This design comes from an exercise in tuning for small area, a short achievable clock period and few clock cycles on the open sky130 flow, not from production work. Only the layout flow was run in this run; the RTL was not checked for function there. Power and IR drop assume default switching activity.

[design/flow/config.mk]
export PLATFORM = sky130hd
export DESIGN_NAME = owd_core
export DESIGN_NICKNAME = owd_core
export VERILOG_FILES = /design/flow/design.v
export SDC_FILE = /design/flow/constraint.sdc
export NUM_CORES = 4
export LEC_CHECK = 0
export ABC_CLOCK_PERIOD_IN_PS = 3500
export CAP_MARGIN = 30
export CORE_MARGIN = 2
export CORE_UTILIZATION = 55
export SETUP_SLACK_MARGIN = 5
export SLEW_MARGIN = 30
[design/flow/constraint.sdc]
create_clock -name core_clock -period 12.0 [get_ports {clk}]
set_input_delay 2.4000 -clock core_clock [delete_from_list [all_inputs] [get_ports {clk}]]
set_output_delay 2.4000 -clock core_clock [all_outputs]
set_load 0.01 [all_outputs]
[design/flow/design.v]
module owd_core (
    input              clk,
    input              rst,
    input              start,
    input              cancel,
    input      [31:0]  sample_rate_hz,
    input              force_overdrive,
    input              channel_valid,
    input      [7:0]   channel,
    output reg         cur_valid,
    output reg [1:0]   cur_cmd,
    output reg [31:0]  cur_n,
    input              cur_ack,
    input      [63:0]  cur_sample,
    input              cur_level,
    input              cur_eos,
    output             snk_valid,
    output     [180:0] snk_data,
    output             idle,
    output             busy,
    output             halted,
    output reg [1:0]   halt_reason,
    output     [7:0]   chan
);
    localparam [31:0] MIN_SAMPLE_RATE_HZ = 32'd2000000;
    localparam [1:0] CMD_QUERY = 2'd0, CMD_ADV_EDGE = 2'd1, CMD_PEEK_EDGE = 2'd2, CMD_ADV_BY = 2'd3;
    localparam [1:0] REC_FRAME = 2'd0, REC_COMMIT = 2'd1, REC_MARKER = 2'd2, REC_PROGRESS = 2'd3;
    localparam [2:0] MK_INVALID = 3'd0, MK_START = 3'd1, MK_DOWNARROW = 3'd2, MK_ZERO = 3'd3,
                     MK_ONE = 3'd4;
    localparam [1:0] LAYER_UNKNOWN = 2'd0, LAYER_DATA = 2'd1, LAYER_COMMAND = 2'd2,
                     LAYER_CRC = 2'd3;
    localparam [1:0] HR_NONE = 2'd0, HR_CANCELLED = 2'd1, HR_EOS = 2'd2, HR_CONFIG = 2'd3;
    localparam [4:0] S_IDLE = 5'd0,  S_HALT = 5'd1,  S_CFGE = 5'd2,  S_Q   = 5'd3,
                     S_M0   = 5'd4,  S_M1   = 5'd5,  S_M2   = 5'd6,  S_GAPF = 5'd7,
                     S_DISP = 5'd8,                   S_B    = 5'd10, S_C1  = 5'd11,
                     S_C2   = 5'd12, S_FR   = 5'd13, S_PR   = 5'd14, S_CX  = 5'd15,
                     S_FIX  = 5'd16, S_EFIX = 5'd17, S_RQ  = 5'd18, S_GQ  = 5'd19;
    reg [4:0]  ph;
    reg [7:0]  cfg_chan;
    reg [63:0] rise, fall, field_start;
    reg [47:0] acc;
    reg [5:0]  bits;
    reg [1:0]  layer;
    reg        unk;         
    reg        defer;       
    reg        warn;
    reg        h_lt10;      
    reg        h_gap;       
    reg        hacc;        
    reg        lvl;         
    reg        lazy;        
    reg        prog_rise;   
    reg        fr_done;
    reg        asm_pend, asm_bit;
    reg        c_rst, c_warn, c_gtchk, c_gtsp;
    reg [15:0] t10;
    reg [1:0]  t40lo;
    reg [15:0] t15;
    reg        t30lo;
    reg [3:0]  t480lo;
    reg [18:0] t88;
    reg [20:0] t380;
    wire [22:0] t1000 = acc[22:0];
    wire [16:0] t30  = {t15, t30lo};
    wire [17:0] t40  = {t10, t40lo};
    wire [20:0] t480 = {t15, t30lo, t480lo};
    reg [5:0]  tstep;
    wire [12:0] tQ   = acc[12:0];
    wire [19:0] tR   = acc[32:13];
    wire [22:0] tqb  = field_start[22:0];
    wire [19:0] trem = field_start[42:23];
    reg        rv;
    reg [1:0]  rtype;
    reg [1:0]  rbase;       
    reg [2:0]  rmk;
    reg        rfd;         
    reg        rfr;         
    assign idle   = (ph == S_IDLE);
    assign halted = (ph == S_HALT);
    assign busy   = !idle && !halted;
    assign chan   = cfg_chan;
    wire thr_ready = (tstep == 6'd50);
    reg        te_div, te_first, te_b;
    reg [3:0]  te_wr;       
    always @(*) begin
        te_div = 1'b0; te_first = 1'b0; te_b = 1'b0; te_wr = 4'd0;
        case (tstep)
            6'd0, 6'd1, 6'd2, 6'd3, 6'd4, 6'd5, 6'd6, 6'd7, 6'd8, 6'd9, 6'd10, 6'd11, 6'd12:
                te_div = 1'b1;
            6'd13: te_wr = 4'd1;
            6'd14: te_b = 1'b1;
            6'd15: ;
            6'd16: te_wr = 4'd2;
            6'd17: ;
            6'd18: begin te_wr = 4'd5; te_first = 1'b1; te_b = 1'b1; end
            6'd19, 6'd20: te_b = 1'b1;
            6'd21: te_wr = 4'd3;
            6'd22: te_wr = 4'd4;
            6'd23, 6'd24, 6'd25: ;
            6'd26: begin te_wr = 4'd8; te_first = 1'b1; end
            6'd27, 6'd28: te_b = 1'b1;
            6'd29, 6'd30, 6'd31: ;
            6'd32: begin te_wr = 4'd6; te_first = 1'b1; end
            6'd33, 6'd34, 6'd35, 6'd36, 6'd37: te_b = 1'b1;
            6'd38, 6'd39: ;
            6'd40: begin te_wr = 4'd7; te_first = 1'b1; te_b = 1'b1; end
            6'd41, 6'd42, 6'd43: te_b = 1'b1;
            6'd44: ;
            6'd45: te_b = 1'b1;
            6'd46, 6'd47, 6'd48: ;
            6'd49: te_wr = 4'd9;
            default: ;
        endcase
    end
    wire [3:0]  te_bitidx  = 4'd12 - tstep[3:0];
    wire        te_ratebit = sample_rate_hz[te_bitidx];
    wire [19:0] te_sr  = te_first ? tR : trem;
    wire [22:0] te_sq  = te_first ? {10'd0, tQ} : tqb;
    wire [19:0] te_add = te_div ? {19'd0, te_ratebit} : (te_b ? tR : 20'd0);
    wire [21:0] te_t0  = {1'b0, te_sr, 1'b0} + {2'd0, te_add};
    wire        te_c2  = (te_t0 >= 22'd2000000);
    wire        te_c1  = (te_t0 >= 22'd1000000);
    wire [21:0] te_rm  = te_t0 - (te_c2 ? 22'd2000000 : te_c1 ? 22'd1000000 : 22'd0);
    wire [19:0] te_rn  = te_rm[19:0];
    wire [1:0]  te_cn  = {te_c2, te_c1 & !te_c2};
    wire [22:0] te_qn  = {te_sq[21:0], 1'b0} + {21'd0, te_cn} +
                         ((!te_div && te_b) ? {10'd0, tQ} : 23'd0);
    wire [63:0] sb      = (ph == S_M1) ? rise : fall;
    wire [39:0] sb_hi_p1 = sb[63:24] + 40'd1;
    wire [24:0] dlo     = {1'b0, cur_sample[23:0]} - {1'b0, sb[23:0]};
    wire        d_eq0   = (cur_sample[63:24] == sb[63:24]);
    wire        d_eq1   = (cur_sample[63:24] == sb_hi_p1);
    wire        d_small = dlo[24] ? d_eq1 : d_eq0;    
    wire [23:0] dl      = dlo[23:0];
    function lt24;
        input [23:0] a, b;
        reg [31:0] l0, e0;
        reg [15:0] l1, e1;
        reg [7:0]  l2, e2;
        reg [3:0]  l3, e3;
        reg [1:0]  l4, e4;
        integer i;
        begin
            l0 = {8'd0, ~a & b};
            e0 = {8'hFF, ~(a ^ b)};
            for (i = 0; i < 16; i = i + 1) begin
                l1[i] = l0[2*i+1] | (e0[2*i+1] & l0[2*i]);
                e1[i] = e0[2*i+1] & e0[2*i];
            end
            for (i = 0; i < 8; i = i + 1) begin
                l2[i] = l1[2*i+1] | (e1[2*i+1] & l1[2*i]);
                e2[i] = e1[2*i+1] & e1[2*i];
            end
            for (i = 0; i < 4; i = i + 1) begin
                l3[i] = l2[2*i+1] | (e2[2*i+1] & l2[2*i]);
                e3[i] = e2[2*i+1] & e2[2*i];
            end
            for (i = 0; i < 2; i = i + 1) begin
                l4[i] = l3[2*i+1] | (e3[2*i+1] & l3[2*i]);
                e4[i] = e3[2*i+1] & e3[2*i];
            end
            lt24 = l4[1] | (e4[1] & l4[0]);
        end
    endfunction
    wire [22:0] tb_sel  = (ph == S_M1) ? t1000 : (ph == S_RQ) ? {2'd0, t480} : {2'd0, t380};
    wire        b_lt    = lt24(dl, {1'b0, tb_sel});
    wire        b_gt    = lt24({1'b0, tb_sel}, dl);
    wire dd_lt10   = d_small && lt24(dl, {8'd0, t10});
    wire dd_gt1000 = !d_small || b_gt;
    wire dd_gt15   = !d_small || lt24({8'd0, t15}, dl);
    wire dd_gt30   = !d_small || lt24({7'd0, t30}, dl);
    wire dd_gt40   = !d_small || lt24({6'd0, t40}, dl);
    wire dd_lt88   = d_small && lt24(dl, {5'd0, t88});
    wire dd_gt380  = !d_small || b_gt;
    wire dd_lt480  = d_small && b_lt;
    wire x_gh   = !defer && h_lt10;
    wire x_gl   = !defer && dd_lt10;
    wire x_rst  = dd_gt380 || (force_overdrive && dd_gt40 && dd_lt88);
    wire x_warn = dd_gt380;      
    reg [5:0] layer_width;
    always @(*) begin
        case (layer)
            LAYER_DATA:    layer_width = 6'd16;
            LAYER_COMMAND: layer_width = 6'd48;
            default:       layer_width = 6'd8;
        endcase
    end
    wire asm_full = (bits + 6'd1 == layer_width);
    wire asm_on   = (layer != LAYER_UNKNOWN);
    wire [4:0] asm_next = !asm_on ? S_PR : asm_full ? S_FR : S_PR;
    always @(*) begin
        cur_valid = 1'b0;
        cur_cmd   = CMD_ADV_EDGE;
        cur_n     = 32'd0;
        case (ph)
            S_Q, S_GQ: begin cur_valid = 1'b1; cur_cmd = CMD_QUERY; end
            S_M0, S_RQ: cur_valid = 1'b1;
            S_M1:   cur_valid = thr_ready;
            S_M2:   begin cur_valid = 1'b1; cur_cmd = CMD_PEEK_EDGE; end
            S_B, S_FIX: begin cur_valid = 1'b1; cur_cmd = CMD_ADV_BY; cur_n = {15'd0, t30}; end
            S_C1, S_EFIX: begin cur_valid = 1'b1; cur_cmd = CMD_ADV_BY; cur_n = {16'd0, t15}; end
            S_C2:   begin cur_valid = 1'b1; cur_cmd = CMD_ADV_BY; cur_n = {16'd0, t15} + {31'd0, t30lo}; end
            default: ;
        endcase
    end
    wire ack = cur_valid && cur_ack;
    wire [63:0] s_samp   = (rbase == 2'd1) ? rise : (rbase == 2'd2) ? field_start : fall;
    wire        r_frame  = (rtype == REC_FRAME);
    wire        r_marker = (rtype == REC_MARKER);
    wire        r_commit = (rtype == REC_COMMIT);
    assign snk_valid         = rv;
    assign snk_data[1:0]     = rtype;
    assign snk_data[65:2]    = r_commit ? 64'd0 : s_samp;
    assign snk_data[68:66]   = r_marker ? rmk : r_frame ? rise[2:0] : 3'd0;
    assign snk_data[129:69]  = r_frame ? rise[63:3] : 61'd0;
    assign snk_data[131:130] = rfd ? layer : 2'd0;
    assign snk_data[179:132] = rfd ? acc : 48'd0;
    assign snk_data[180]     = rfr & warn;
    wire m2_ok   = (ph == S_M2) && ack && !cur_eos;
    wire do_disp = (m2_ok && !x_gh && !x_gl && !unk) || (ph == S_DISP);
    wire f_rst   = (ph == S_DISP) ? c_rst   : x_rst;
    wire f_warn  = (ph == S_DISP) ? c_warn  : x_warn;
    wire f_gtchk = (ph == S_DISP) ? c_gtchk : dd_gt15;
    wire f_gtsp  = (ph == S_DISP) ? c_gtsp  : dd_gt30;
    wire [24:0] fsp_lo  = {1'b0, fall[23:0]} + {8'd0, t30};
    wire [63:0] fall_sp = {fsp_lo[24] ? sb_hi_p1 : fall[63:24], fsp_lo[23:0]};
    always @(posedge clk) begin
        begin
            rv  <= 1'b0;
            rfd <= 1'b0;
            rfr <= 1'b0;
            if (!thr_ready) begin
                tstep <= tstep + 6'd1;
                field_start[42:0] <= {te_rn, te_qn};
                case (te_wr)
                    4'd1: acc[32:0] <= {trem, tqb[12:0]};
                    4'd2: t10    <= tqb[15:0];
                    4'd3: t15    <= tqb[15:0];
                    4'd4: t30lo  <= tqb[0];
                    4'd5: t40lo  <= tqb[1:0];
                    4'd6: t88    <= tqb[18:0];
                    4'd7: t380   <= tqb[20:0];
                    4'd8: t480lo <= tqb[3:0];
                    4'd9: acc[22:0] <= tqb[22:0];
                    default: ;
                endcase
            end
            if (asm_pend) begin
                asm_pend <= 1'b0;
                if (asm_on) begin
                    if (asm_bit)
                        acc[bits] <= 1'b1;
                    bits <= bits + 6'd1;
                end
            end
            if ((ph == S_M2) && ack && (bits == 6'd0))
                field_start <= fall;
            begin
                case (ph)
                    S_IDLE: begin
                        if (start) begin
                            if (sample_rate_hz < MIN_SAMPLE_RATE_HZ || !channel_valid) begin
                                halt_reason <= HR_CONFIG;
                                ph          <= S_CFGE;
                            end else begin
                                cfg_chan    <= channel;
                                halt_reason <= HR_NONE;
                                layer       <= LAYER_UNKNOWN;
                                bits        <= 6'd0;
                                unk         <= 1'b1;
                                defer       <= 1'b0;
                                hacc        <= 1'b0;
                                lazy        <= 1'b0;
                                fr_done     <= 1'b0;
                                asm_pend    <= 1'b0;
                                tstep       <= 6'd0;
                                field_start[42:0] <= {1'b0, sample_rate_hz[31:13], 23'd0};
                                ph          <= S_Q;
                            end
                        end
                    end
                    S_CFGE: ph <= S_HALT;
                    S_Q: if (ack) begin
                        rise <= cur_sample;
                        lvl  <= cur_level;
                        ph   <= cur_level ? S_M1 : S_M0;
                    end
                    S_M0: if (ack) begin
                        if (!hacc)
                            rise <= cur_sample;
                        hacc <= 1'b0;
                        lazy <= 1'b0;
                        ph   <= S_M1;
                    end
                    S_M1: if (ack) begin
                        fall   <= cur_sample;
                        h_lt10 <= dd_lt10;
                        h_gap  <= dd_gt1000;
                        ph     <= S_M2;
                    end
                    S_M2: if (ack) begin
                        if (!x_rst)
                            fall <= fall_sp;
                        if (!x_gl)
                            rise <= cur_sample;
                        if (x_gh || x_gl) begin
                            rmk   <= MK_INVALID;
                            hacc  <= !x_gh;
                            ph    <= S_GQ;
                        end else begin
                            defer   <= 1'b0;
                            c_rst   <= x_rst;
                            c_warn  <= x_warn;
                            c_gtchk <= dd_gt15;
                            c_gtsp  <= dd_gt30;
                            if (unk) begin
                                rmk   <= h_gap ? MK_START : MK_DOWNARROW;
                                ph    <= S_GQ;
                            end
                        end
                    end
                    S_GQ: if (ack) begin
                        fall  <= cur_sample;
                        rv    <= 1'b1;
                        rtype <= REC_MARKER;
                        rbase <= 2'd0;
                        ph    <= !unk ? S_M0 : (rmk == MK_START) ? S_GAPF :
                                 (rmk == MK_DOWNARROW) ? S_DISP : S_M0;
                    end
                    S_RQ: if (ack) begin
                        warn   <= warn && dd_lt480;
                        rv     <= 1'b1;
                        rtype  <= REC_FRAME;
                        rbase  <= 2'd0;
                        rfr    <= 1'b1;
                        layer  <= LAYER_DATA;
                        bits   <= 6'd0;
                        acc    <= 48'd0;
                        unk    <= 1'b0;
                        defer  <= 1'b1;
                        lvl       <= 1'b1;
                        prog_rise <= 1'b1;
                        ph        <= S_PR;
                    end
                    S_GAPF: begin
                        rv    <= 1'b1;
                        rtype <= REC_COMMIT;
                        layer <= LAYER_DATA;
                        bits  <= 6'd0;
                        acc   <= 48'd0;
                        unk   <= 1'b0;
                        ph    <= S_DISP;
                    end
                    S_B, S_C2: if (ack) begin
                        fall      <= cur_sample;
                        rv        <= 1'b1;
                        rtype     <= REC_MARKER;
                        rbase     <= 2'd0;
                        rmk       <= cur_level ? MK_ONE : MK_ZERO;
                        lvl       <= cur_level;
                        prog_rise <= 1'b0;
                        asm_pend  <= 1'b1;
                        asm_bit   <= cur_level;
                        ph        <= asm_next;
                    end
                    S_C1: if (ack) begin
                        fall <= cur_sample;
                        if (cur_level) begin
                            rv        <= 1'b1;
                            rtype     <= REC_MARKER;
                            rbase     <= 2'd0;
                            rmk       <= MK_INVALID;
                            lvl       <= 1'b1;
                            prog_rise <= 1'b0;
                            ph        <= S_PR;
                        end else begin
                            ph <= S_C2;
                        end
                    end
                    S_FR: begin
                        rv      <= 1'b1;
                        rtype   <= REC_FRAME;
                        rbase   <= 2'd2;
                        rfd     <= 1'b1;
                        fr_done <= 1'b1;
                        ph      <= S_PR;
                    end
                    S_PR: begin
                        rv    <= 1'b1;
                        rtype <= REC_PROGRESS;
                        rbase <= prog_rise ? 2'd1 : 2'd0;
                        if (fr_done) begin
                            fr_done <= 1'b0;
                            bits    <= 6'd0;
                            acc     <= 48'd0;
                            layer   <= (layer == LAYER_DATA) ? LAYER_COMMAND : LAYER_CRC;
                        end
                        if (cancel)
                            ph <= lazy ? S_FIX : S_CX;
                        else
                            ph <= lvl ? S_M1 : S_M0;
                    end
                    S_CX: begin
                        halt_reason <= HR_CANCELLED;
                        ph          <= S_HALT;
                    end
                    S_FIX: if (ack) begin
                        halt_reason <= HR_CANCELLED;
                        ph          <= S_HALT;
                    end
                    S_EFIX: if (ack) begin
                        halt_reason <= HR_EOS;
                        ph          <= S_HALT;
                    end
                    default: ;  
                endcase
                if (do_disp) begin
                    if (f_rst) begin
                        rv     <= 1'b1;
                        rtype  <= REC_COMMIT;
                        warn   <= f_warn;
                        ph     <= S_RQ;
                    end else if (f_gtsp) begin
                        if (ph == S_DISP)
                            fall  <= fall_sp;
                        rv        <= 1'b1;
                        rtype     <= REC_MARKER;
                        rbase     <= 2'd0;
                        rmk       <= MK_ZERO;
                        lvl       <= 1'b0;
                        prog_rise <= 1'b0;
                        lazy      <= 1'b1;
                        asm_pend  <= 1'b1;
                        asm_bit   <= 1'b0;
                        ph        <= asm_next;
                    end else if (f_gtchk) begin
                        ph <= S_B;
                    end else begin
                        ph <= S_C1;
                    end
                end
            end
        end
        if (ack && cur_eos) begin
            rv <= 1'b0;
            if (ph == S_B) begin
                ph <= S_EFIX;
            end else begin
                halt_reason <= HR_EOS;
                ph          <= S_HALT;
            end
        end
        if (rst) begin
            ph          <= S_IDLE;
            halt_reason <= HR_NONE;
            cfg_chan    <= 8'd0;
            rv          <= 1'b0;
        end
    end
endmodule
[design/flow/run.sh]
#!/bin/bash
# synth_recipe.tcl (not shown) runs the flow's synth.tcl, then flattens the netlist and writes it again
# the make line also repeats each setting of config.mk as NAME=value (left out here)
make -C /OpenROAD-flow-scripts/flow DESIGN_CONFIG=/design/flow/config.mk WORK_HOME=/design/flow/orfs CLKGATE_MAP_FILE= SYNTH_SCRIPT=/design/flow/synth_recipe.tcl finish
==> notes.md <==
-- stage by stage --
stage	util (%)	setup WS, ns
floorplan	-	4.66
global placement	62.5	2.99
detailed placement	62.6	2.83
CTS	66.8	4.97
global route	68.7	4.68
finish	68.8	4.83
-- cell type report --
class                           instances  share of cell area, %
Multi-Input combinational cell       3275                   56.7
Clock buffer                           61                   3.18
Antenna cell                            2                 0.0126
Clock inverter                         20                  0.487
Tap cell                              765                   2.40
Sequential cell                       381                   23.6
Inverter                              161                   1.56
Timing Repair Buffer                  477                   12.0
-- power by group through the flow --
stage                     registers (uW)  logic (uW)  clock network [uW]
final                               2080        3110                1400
after global routing                2090        3350                1450
after CTS                           2050        2910                1400
after detailed placement            2080        2800                   0
after global placement              2080        2780                   0
after floorplan                     1830        1910                   0
-- synth_stat cells (all sizes together) (76+ instances only) --
cell	n	share of area (%)
nor3	99	1.6
ha	232	9.0
a21oi	321	5.0
a31oi	95	1.9
dfxtp	205	13
a21o	76	1.8
nand2	497	5.8
clkbuf	197	2.3
edfxtp	176	16
inv	158	1.8
xnor2	88	2.4
nor2	294	3.5
mux2i	78	2.4
o21ai	266	4.1
and2	178	3.4
nand3	108	1.7
-- per-layer routing --
layer | global-route usage [%] | part of all wire (%) | wire length (microns) | vias up
met3 | 12.5 | 15 | 20000 | 437
met4 | 16.8 | 5.0 | 6840 | 4
met5 | 0 | 0.019 | 26 | -
met2 | 61.1 | 40 | 55400 | 2497
li1 | - | - | - | 15499
met1 | 60.7 | 40 | 54700 | 16523
-- critical path, cell delays in order --
cell,delay [ns]
buf_12,0.11
inv_12,0.04
ha_4,0.12
fa_2,0.22
nor2b_2,0.05
o31a_1,0.32
o31ai_4,0.24
nand2_2,0.10
o21ai_2,0.12
nand2b_1,0.08
a21o_1,0.19
a21o_1,0.19
a21o_1,0.15
a21o_1,0.20
xnor2_4,0.17
buf_12,0.14
buf_4,0.12
buf_4,0.13
ha_1,0.28
a211o_1,0.30
a2111oi_2,0.38
a31oi_2,0.23
nor4_2,0.28
nand4_1,0.22
and2_4,0.27
a2111o_1,0.38
a221oi_2,0.23
-- how the worst min path moves through the flow --
| stage | startpoint | to | slack [ns] | cells after the start |
|---|---|---|---|---|
| 6_report | cfg_chan[3] | cfg_chan[3] | 0.45 | 2 |
| 2_1_floorplan | fall[54] | field_start[54] | 0.40 | 0 |
| 3_3_place_gp | cfg_chan[1] | cfg_chan[1] | 0.44 | 2 |
| 3_5_place_dp | cfg_chan[3] | cfg_chan[3] | 0.45 | 2 |
| 5_1_grt | cfg_chan[3] | cfg_chan[3] | 0.48 | 2 |
| 4_1_cts | cfg_chan[3] | cfg_chan[3] | 0.46 | 2 |
-- cells by family after synthesis --
| logic type | share of synthesized area [%] |
|---|---|
| compound gates | 24.5 |
| mux | 4.39 |
| flops | 29.1 |
| simple gates | 23.2 |
| xor+xnor | 4.13 |
| other cells | 0.0116 |
| buf+inv | 5.29 |
| fa+ha+maj | 9.39 |
-- registers in the layout (all words and copies together) (netlist names), 3 cells and up --
| name | cells |
|---|---|
| fall | 64 |
| field_start | 64 |
| rise | 64 |
| acc | 48 |
| t380 | 21 |
| t88 | 19 |
| t10 | 16 |
| t15 | 16 |
| cfg_chan | 8 |
| bits | 6 |
| tstep | 6 |
| ph | 5 |
| t480lo | 4 |
| te_wr | 4 |
| rmk | 3 |
-- timing repair --
| action | in CTS | in global routing |
|---|---|---|
| gates resized for setup | 124 | 151 |
| cloned | 6 | 6 |
| setup buffers | 45 | 32 |
| setup endpoints to repair | 177 | 167 |
| pin swaps | 55 | 73 |
==> metrics.md <==
| Metric | Value |
|---|---|
| Wirelength per Cell | about 27 microns |
| Avg Vias per Cell | 6.80 |
| Avg Inst Size Synth | around 7.9 sq um |
| Synth warn | 1 |
| Post-CTS Hold Buffers | 0 |
| Kind of critical path | primary input to flip-flop |
| CP required | 12.51 ns |
| Clock latency on the worst-skew pair | 0.61 ns |
| Sw Share | between 40% and 50% |
| FF+latch area | around 9400 sq um |
| Commonest cells after routing, fill and taps aside | nand2_1, clkdlybuf4s50_1, a21oi_1 |
| Crit. End Element | flip-flop |
| CTS sink count | 381 |
| Final setup violation count | 0 |
| FMAX | roughly 140 MHz |
| Startpoint Class | primary input |
| Flop pwr share | 31.6% |
| Clock transition at the registers of the reported paths | roughly 0.060 ns |
| Clock share of power | a little over a fifth |
| Core area | between 50,000 and 60,000 sq um |
| Fin area | between 30,000 and 40,000 sq um |
| 1st-pass router iterations | 9 |
| Dpl cells | ~5,000 |
| Grt ovf | 0 |
| Root Driver | clkbuf_16 |
| Share of layout cells above drive strength 1 | between 10% and 20% |
| Max FO, Critical Path | 4 |
| Main synth FF type | dfxtp_1 |
| Initial antenna violation count | 6 |
| Total Power | ~6600 uW |
| Top Ports | 343 |
| CP Capture Point | ph[0] |
| Vias in the first global route | 31,156 |
| Starting Density | 55.8% |
| R2r setup slk | roughly 4.9 ns |
| Status | finished clean |
| Hold crit path type | flip-flop to flip-flop |
| Setup_tns | 0 ns |
| First-pass GRT wire length | 198,000 microns |
| Die span in x | between 200 and 250 microns |
| GP Congestion | 1.05 |
| I/O Buffers | 327 |
| Post-DP HPWL | between 90,000 and 100,000 microns |
| CP Data Arrival Time | about 7.7 ns |
| Final period utilization | roughly 60% |
| Lkg Pwr | about 0.015 uW |
| Fin nets | around 4,700 |
| Die height | around 250 microns |
| Commonest non-fill, non-tap cell in the layout | nand2_1 |
| Area of the multi-input gates | around 23,000 sq um |
| FF-to-FF Start | ph[0] |
| Synth-to-layout area growth | 23.3% |
| Max-cap violations | 0 |
| CTS Buf Count | 44 |
| Total track usage | 42.9% |
| Vias | around 35,000 |
| CP startpoint | cur_sample[0] |
| Capture instance of the worst register-to-register path | fall[19] |
| PwrDens | between 150 and 200 nW/um^2 |
| Mapped Area | 32,300 sq um |
| Clk_skew | between 0.015 and 0.02 ns |
| R2r worst-path depth | 29 |
| Async S/R FF share, synth | 0% |
| DRC violations left | 0 |
| Final Routed Wirelength | ~140,000 microns |
| Comb power frac | between 40% and 50% |
| Pins Over Slew Limit | 0 |
| Clock Tree Buf Depth | 3 |
| Internal power | about 3800 uW |
| Dpl cell area | 36,300 sq um |
| Non-filler cells, final | about 5,100 |
| Largest net degree at the start of global routing | 65 |
| Max VDD drop | 0.126 mV |
| Initial DRC count | 5,065 |
| H-Tree Depth | 2 |
| Max_slew headroom | roughly a quarter |
| Final ANT Viol Nets | 0 |
| Post-synth EDFFs | 176 |
| Worst hold slack | ~0.45 ns |
| Netlist cell types | ~100 |
| Sw Pwr | ~2800 uW |
| Sequential area share after synthesis | between 20% and 30% |
| Final hold vios | 0 |
| Die footprint | 60,700 sq um |
| RSZ-0062 raised after global routing | yes |
| Syn Inst Count | 4,066 |
| Yosys reg bits | roughly 380 |
| Final Critical Period | roughly 7 ns |
| Worst slew pin tran | approximately 1.1 ns |
| Rows | 88 |
| Number of fill cells | between 4,000 and 5,000 |
| CTS tree | yes |

what the ideal ports hide:
How much do the figures lean on ideal ports? The routed layout below was timed once more, with nothing changed but the port constraints. Step 1 assumes that a clkbuf_16 drives the clock port and a buf_2 every other input. Step 2 also shifts input and output timing later by t, the mid clock arrival at the registers, as if the neighbouring blocks saw the same clock. Slacks: ideal ports / drivers / drivers and shift; pairs: ideal ports / drivers.
t (ns): 0.669
slack for setup (ns): 4.834 / 4.853 / 4.184
worst data-port slew with drivers (ns): 0.09
cell pins on the clock port's net: 1
After both steps this run still meets setup and hold. The setup slack of this run moves by +0.019 ns with the drivers and by -0.650 ns with both steps.
